This design comes from an exercise in tuning for small area, a short achievable clock period and few clock cycles on the open sky130 flow, not from production work.
In this exercise RTL edits were held to simulation tests only and were not proved equivalent to the original.
Power is estimated from default activity; no workload was simulated.

<file path="design/flow/config.mk">
export PLATFORM = sky130hd
export DESIGN_NAME = ohm64_sysex
export DESIGN_NICKNAME = ohm64_sysex
export VERILOG_FILES = /design/flow/design.v
export SDC_FILE = /design/flow/constraint.sdc
export NUM_CORES = 4
export LEC_CHECK = 0
export CAP_MARGIN = 20
export CORE_MARGIN = 2
export CORE_UTILIZATION = 40
export SLEW_MARGIN = 20
</file>
<file path="design/flow/constraint.sdc">
create_clock -name core_clock -period 3.6 [get_ports {clk}]
set_input_delay 0.7200 -clock core_clock [delete_from_list [all_inputs] [get_ports {clk}]]
set_output_delay 0.7200 -clock core_clock [all_outputs]
set_load 0.01 [all_outputs]
</file>
<file path="design/flow/design.v">
module ohm64_sysex (
    input  wire          clk,
    input  wire          rst,               
    input  wire          cmd_valid,
    output wire          cmd_ready,
    input  wire [74:0]   cmd,               
    output reg           rsp_valid,
    output reg  [2:0]    rsp_status,
    output reg  [2:0]    rsp_info,
    output reg           rsp_evt_valid,
    output reg  [7:0]    rsp_evt_op,
    output reg  [1:0]    rsp_evt_mst,
    output reg  [7:0]    rsp_evt_len,
    output wire [1023:0] rsp_evt_payload,   
    output reg           rsp_tx_valid,
    output reg  [4:0]    rsp_tx_len,
    output reg  [151:0]  rsp_tx_frame,      
    output reg           rsp_lk_valid,
    output reg  [5:0]    rsp_lk_id
);
    localparam integer MAX_FRAME = 135;
    localparam integer BUF_LEN   = MAX_FRAME - 1;    
    localparam [2:0] OP_NOP    = 3'd0;
    localparam [2:0] OP_FEED   = 3'd1;
    localparam [2:0] OP_SYNC   = 3'd2;
    localparam [2:0] OP_EMIT_FR= 3'd3;
    localparam [2:0] OP_EMIT_RQ= 3'd4;
    localparam [2:0] OP_LOOKUP = 3'd5;
    localparam [2:0] OP_RESET  = 3'd6;
    localparam [2:0] ST_OK        = 3'd0;
    localparam [2:0] ST_BAD_FRAME = 3'd1;
    localparam [2:0] ST_BAD_MAP   = 3'd2;
    localparam [2:0] ST_UNRES     = 3'd3;
    localparam [2:0] ST_ILLEGAL   = 3'd4;
    localparam [2:0] INF_NO_START = 3'd1;
    localparam [2:0] INF_OVERFLOW = 3'd2;
    localparam [2:0] INF_SHORT    = 3'd3;
    localparam [2:0] INF_HEADER   = 3'd4;
    localparam [2:0] INF_DEVICE   = 3'd5;
    localparam [2:0] INF_START    = 3'd6;
    localparam [1:0] MST_NOT_MAP  = 2'd0;
    localparam [1:0] MST_UPDATED  = 2'd1;
    localparam [1:0] MST_REJECTED = 2'd2;
    localparam [7:0] SOX = 8'd240;
    localparam [7:0] EOX = 8'd247;
    function automatic [6:0] mask_id;       
        input integer c;
        input integer k;
        integer v;
        begin
            v = c * 14 + k;
            if (v <= 63) mask_id = {1'b1, v[5:0]};
            else         mask_id = 7'd0;
        end
    endfunction
    wire [2:0]  op  = cmd[2:0];
    wire [7:0]  b   = cmd[10:3];
    wire [63:0] s   = cmd[74:11];
    wire        acc = cmd_valid & cmd_ready;
    assign cmd_ready = 1'b1;
    reg        rx_mode;                  
    reg        rx_ovf;
    reg [7:0]  rx_len;
    reg [7:0]  rx_buf [0:BUF_LEN-1];
    reg        map_valid;
    reg [7:0]  map_note [0:63];
    reg [2:0]  parse_info;               
    always @(*) begin
        if (rx_ovf)                         parse_info = INF_OVERFLOW;
        else if (rx_len < 8'd6)             parse_info = INF_SHORT;
        else if (rx_buf[0] != SOX)          parse_info = INF_START;
        else if (rx_buf[1] != 8'd0 || rx_buf[2] != 8'd1 || rx_buf[3] != 8'd97)
                                            parse_info = INF_HEADER;
        else if (rx_buf[4] != 8'd2)         parse_info = INF_DEVICE;
        else                                parse_info = 3'd0;
    end
    wire frame_ok  = (parse_info == 3'd0);
    wire is_map    = (rx_buf[5] == 8'd11);
    wire map_ok    = (rx_len == 8'd134);    
    reg        lk_found;
    reg [5:0]  lk_idx;
    integer    li;
    always @(*) begin
        lk_found = 1'b0;
        lk_idx   = 6'd0;
        for (li = 0; li < 64; li = li + 1) begin
            if (map_note[li] == b) begin
                lk_found = 1'b1;
                lk_idx   = li[5:0];
            end
        end
    end
    reg [95:0] sync_payload;             
    integer    sc, sk;
    reg [6:0]  m;
    always @(*) begin
        sync_payload = 96'd0;
        for (sc = 0; sc < 6; sc = sc + 1) begin
            for (sk = 0; sk < 14; sk = sk + 1) begin
                m = mask_id(sc, sk);
                if (m[6] && !s[m[5:0]]) begin
                    if (sk < 7) sync_payload[16*sc + sk]         = 1'b1;
                    else        sync_payload[16*sc + 8 + sk - 7] = 1'b1;
                end
            end
        end
    end
    genvar gp;
    generate
        for (gp = 0; gp < 128; gp = gp + 1) begin : g_payload
            assign rsp_evt_payload[8*gp +: 8] = rx_buf[6 + gp];
        end
    endgenerate
    integer i;
    always @(posedge clk) begin
        if (rst) begin
            rx_mode   <= 1'b0;
            rx_ovf    <= 1'b0;
            rx_len    <= 8'd0;
            map_valid <= 1'b0;
            rsp_valid <= 1'b0;
        end else begin
            rsp_valid <= acc;
            if (acc) begin
                rsp_status    <= ST_OK;
                rsp_info      <= 3'd0;
                rsp_evt_valid <= 1'b0;
                rsp_tx_valid  <= 1'b0;
                rsp_lk_valid  <= 1'b0;
                case (op)
                    OP_NOP: ;
                    OP_FEED: begin
                        if (b == SOX) begin
                            rx_mode   <= 1'b1;
                            rx_buf[0] <= SOX;
                            rx_len    <= 8'd1;
                            rx_ovf    <= 1'b0;
                        end else if (!rx_mode) begin
                            if (b == EOX) begin
                                rsp_status <= ST_BAD_FRAME;
                                rsp_info   <= INF_NO_START;
                            end
                        end else if (b != EOX) begin
                            if (rx_len < BUF_LEN[7:0]) begin
                                rx_buf[rx_len] <= b;
                                rx_len         <= rx_len + 8'd1;
                            end else begin
                                rx_ovf <= 1'b1;
                            end
                        end else begin
                            rx_mode <= 1'b0;
                            rx_len  <= 8'd0;
                            rx_ovf  <= 1'b0;
                            if (!frame_ok) begin
                                rsp_status <= ST_BAD_FRAME;
                                rsp_info   <= parse_info;
                            end else begin
                                rsp_evt_valid <= 1'b1;
                                rsp_evt_op    <= rx_buf[5];
                                rsp_evt_len   <= rx_len - 8'd6;
                                if (!is_map) begin
                                    rsp_evt_mst <= MST_NOT_MAP;
                                end else if (!map_ok) begin
                                    rsp_evt_mst <= MST_REJECTED;
                                    rsp_status  <= ST_BAD_MAP;
                                end else begin
                                    rsp_evt_mst <= MST_UPDATED;
                                    map_valid   <= 1'b1;
                                    for (i = 0; i < 64; i = i + 1)
                                        map_note[i] <= rx_buf[6 + 2*i];
                                end
                            end
                        end
                    end
                    OP_SYNC: begin
                        rsp_tx_valid <= 1'b1;
                        rsp_tx_len   <= 5'd19;
                        rsp_tx_frame <= {EOX, sync_payload,
                                         8'd4, 8'd2, 8'd97, 8'd1, 8'd0, SOX};
                    end
                    OP_EMIT_FR: begin
                        rsp_tx_valid <= 1'b1;
                        rsp_tx_len   <= 5'd7;
                        rsp_tx_frame <= {96'd0, EOX, 8'd6, 8'd2, 8'd97, 8'd1, 8'd0, SOX};
                    end
                    OP_EMIT_RQ: begin
                        rsp_tx_valid <= 1'b1;
                        rsp_tx_len   <= 5'd8;
                        rsp_tx_frame <= {88'd0, EOX, 8'd11, 8'd7, 8'd2, 8'd97, 8'd1, 8'd0, SOX};
                    end
                    OP_LOOKUP: begin
                        if (!map_valid) begin
                            rsp_status <= ST_UNRES;
                            rsp_info   <= 3'd1;
                        end else if (!lk_found) begin
                            rsp_status <= ST_UNRES;
                            rsp_info   <= 3'd2;
                        end else begin
                            rsp_lk_valid <= 1'b1;
                            rsp_lk_id    <= lk_idx;
                        end
                    end
                    OP_RESET: begin
                        rx_mode   <= 1'b0;
                        rx_ovf    <= 1'b0;
                        rx_len    <= 8'd0;
                        map_valid <= 1'b0;
                    end
                    default: begin
                        rsp_status <= ST_ILLEGAL;
                    end
                endcase
            end
        end
    end
endmodule
</file>
<file path="design/flow/run.sh">
#!/bin/bash
# synth_recipe.tcl (not shown) runs the flow's synth.tcl, then flattens the netlist and writes it again
# the make line also repeats each setting of config.mk as NAME=value (left out here)
make -C /OpenROAD-flow-scripts/flow DESIGN_CONFIG=/design/flow/config.mk WORK_HOME=/design/flow/orfs CLKGATE_MAP_FILE= SYNTH_SCRIPT=/design/flow/synth_recipe.tcl finish
</file>
==> qor.csv <==
metric,value,unit
Max Clk Rate,0.313,GHz
CTS tree,done,
Final Wtd Congestion,0.863,
Num CTS Buffers,175,
"most common cell after layout, fill and taps aside",edfxtp_1,
First-pass DRT Iterations,5,
WL per Instance,33.2,um
Yosys cell types,66,
wire length on met2,118,mm
Layout Skew,39.2,ps
Post-synth EDFFs,1686,
DRC violations left,0,
met3 routed WL,20.9,mm
CTS Hold Bufs,0,
H-tree levels,4,
outcome,timing/DRC/antenna clean,
Least-Margin Pin Slew,955,ps
Max VDD drop,0.000494,V
clock tree buffer depth,3,
Crit Path Class,reg2reg,
final net count,4857,
maxcap violations,0,
global-route wire length before repair,302,mm
CP Data Arrival Time,3650,ps
cts repair resizes,0,
Sinks on Clock Net,1698,
max_slew headroom,35.6,%
DP Cell Count,6615,
share of post-route cells with drive strength above 1,13.4,%
die width,393,um
via count,35404,
Routed Antenna Nets,0,
overall global routing resource usage,29.1,%
root buf cell,clkbuf_16,
Detailed Route Iter0 Violations,3054,
post-synthesis sequential area ratio,84.0,%
RSZ-0062 raised after global routing,no,
Initial Utilization,40.3,%
drt via density,5.09,
Die Area,154000,um2
Synth Flop Type,edfxtp_1,
Final WS setup,410,ps
"CTS clk-pin slew, worst paths",60,ps
Detail Placement HPWL,167,mm
top routing layer in use,met5,
Pleak,31.1,nW
Hold WS,428,ps
I/O pin count,1294,
Syn Std Cell Area,60500,um2
buffers added on ports,1215,
Post-Syn Instances,3106,
Core Region,150000,um2
initial antenna violation count,18,
"commonest non-fill, non-tap cells in the layout","edfxtp_1 (1686), clkdlybuf4s50_1 (1207), xor2_1 (429)",
met1 WL,81.3,mm
"Area growth, synth to finish",38.3,%
post-place setup slack,-108,ps
clock latency at the later pin of the worst-skew pair,810,ps
vias in the first global route,35259,
FP Rows,142,
Setup Buffers After CTS,0,
Worst Path Required,4060,ps
#FFs+latches synth,1698,
critical path endpoint category,register,
Non-Filler Instances,6949,
Die Ht,393,um
Final min period,3190,ps
Routed WL,230,mm
pin count of the biggest net entering global routing,109,
total of warnings raised by yosys,2,
async set-or-reset flop fraction in the synthesized netlist,0,%
crit start category,register,
final hold vios,0,
Util after Layout,55.8,%
Synth Area per Inst,19.5,um2
crit path max fanout,46,
HP Class,reg2reg,
final worst-path cycle share,88.6,%
setup total negative slack,0,ps
Max Slew Vio Count,0,
endpoints failing setup,0,
Overflow after GRT,0,
Power Density,483,nW/um2
-- cell families after synthesis --
logic type | after synthesis | share of synthesized area, %
flops | 1698 | 84.0
simple gates | 608 | 5.02
fa+ha+maj | 3 | 0.0620
xor+xnor | 520 | 7.52
other cells | 2 | 0.0124
compound gates | 88 | 0.965
buf+inv | 187 | 2.41
-- state kept, by name (all words and copies together) (netlist names) --
| register | cells |
|---|---|
| rsp_evt_mst | 2 |
| rsp_tx_frame | 66 |
| rsp_valid | 1 |
| rsp_status | 3 |
| rsp_lk_id | 6 |
| rsp_tx_len | 3 |
| rsp_evt_op | 8 |
| rsp_lk_valid | 1 |
| rsp_tx_valid | 1 |
| map_valid | 1 |
| rx_buf | 1072 |
| map_note | 512 |
| rsp_evt_len | 8 |
| rx_len | 8 |
| rsp_info | 3 |
| rx_ovf | 1 |
| rx_mode | 1 |
| rsp_evt_valid | 1 |
-- layout make-up --
class,instances,area [um2]
Sequential cell,1698,50900
Clock inverter,102,1100
Antenna cell,12,30.0
Multi-Input combinational cell,1297,8610
Tap cell,2016,2520
Clock buffer,220,4580
Timing Repair Buffer,1589,16000
Inverter,15,56.3
Fill cell,11745,66400
-- cells in the mapped netlist, drive strengths merged, types with 5 or more instances --
library cell | number | area (um2)
a21oi | 18 | 93.8
o21ai | 27 | 135
or2 | 5 | 31.3
nor2 | 239 | 897
dfxtp | 12 | 240
nand3 | 18 | 95.1
xnor2 | 91 | 797
buf | 149 | 1310
nor3 | 9 | 45.0
and3 | 5 | 31.3
nand2b | 5 | 31.3
a211oi | 5 | 37.5
nand4 | 42 | 263
nor4 | 115 | 785
and4 | 7 | 61.3
edfxtp | 1686 | 50600
xor2 | 429 | 3760
nor4b | 5 | 43.8
clkbuf | 23 | 86.3
inv | 15 | 56.3
nor2b | 6 | 37.5
nand2 | 119 | 449
and2 | 17 | 106
-- metal layers --
| metal | up-vias | GRT usage [%] |
|---|---|---|
| li1 | 14889 | - |
| met1 | 18427 | 33.0 |
| met2 | 1752 | 50.6 |
| met3 | 334 | 9.04 |
| met4 | 2 | 12.2 |
| met5 | - | 0 |
-- worst paths after layout --
kind                                     from               to  slack [ps]  cells past startpoint
worst min-delay path            rx_buf[28][2]  map_note[11][2]         430                      0
worst max register to register   rx_buf[1][1]  map_note[38][6]         410                      8
worst min register to register  rx_buf[28][2]  map_note[11][2]         430                      0
worst max-delay path             rx_buf[1][1]  map_note[38][6]         410                      8
-- where the power goes --
group | total [W] | internal, W | leakage, nW | switching [W]
sequential | 0.0215 | 0.0215 | 18.3 | 0.0000301
clock | 0.0179 | 0.0101 | 2.75 | 0.00777
combinational | 0.00103 | 0.000427 | 10.0 | 0.000602
total | 0.0404 | 0.0320 | 31.1 | 0.00840
-- critical path: stages, from the launching register on --
cell and delay, ps:
edfxtp_1 360, nor4b_1 340, nand4_1 200, nor4_1 370, and4bb_2 380, nand2_1 170, nor4_4 330, buf_12 300
buf_12 300
-- per-stage QoR --
stage                     cell area (um2)  power, W
after floorplan                     60900    0.0225
after global placement              78000    0.0229
after detailed placement            78000    0.0229
after CTS                           83700    0.0406
after global routing                83700    0.0414
final                               83700    0.0404
Testbench counts, summed over its fixed seeds: cycles 34,983.

afterwards: timing with drivers on the ports:
No port has a modelled driver above. Below, the same layout with a new extraction and two added sets of constraints.
Step 1, drivers: a clkbuf_16 drives clk and a buf_2 each remaining input, both assumed.
Step 2 also shifts input and output timing later by t, the mid clock arrival at the registers, as if the neighbouring blocks saw the same clock.
Slacks: ideal ports / drivers / drivers and shift; pairs: ideal ports / drivers.
shift t [ns]: 0.879
setup slack, ns: 0.410 / 0.410 / -0.151
worst setup path at the end: input to register
clock arrival spread, ns: 0.061 / 0.061
Met with ideal ports but missed after step 2: setup timing in this run. For this run, drivers alone change the setup slack by 0.000 ns; drivers and shift together by -0.561 ns.
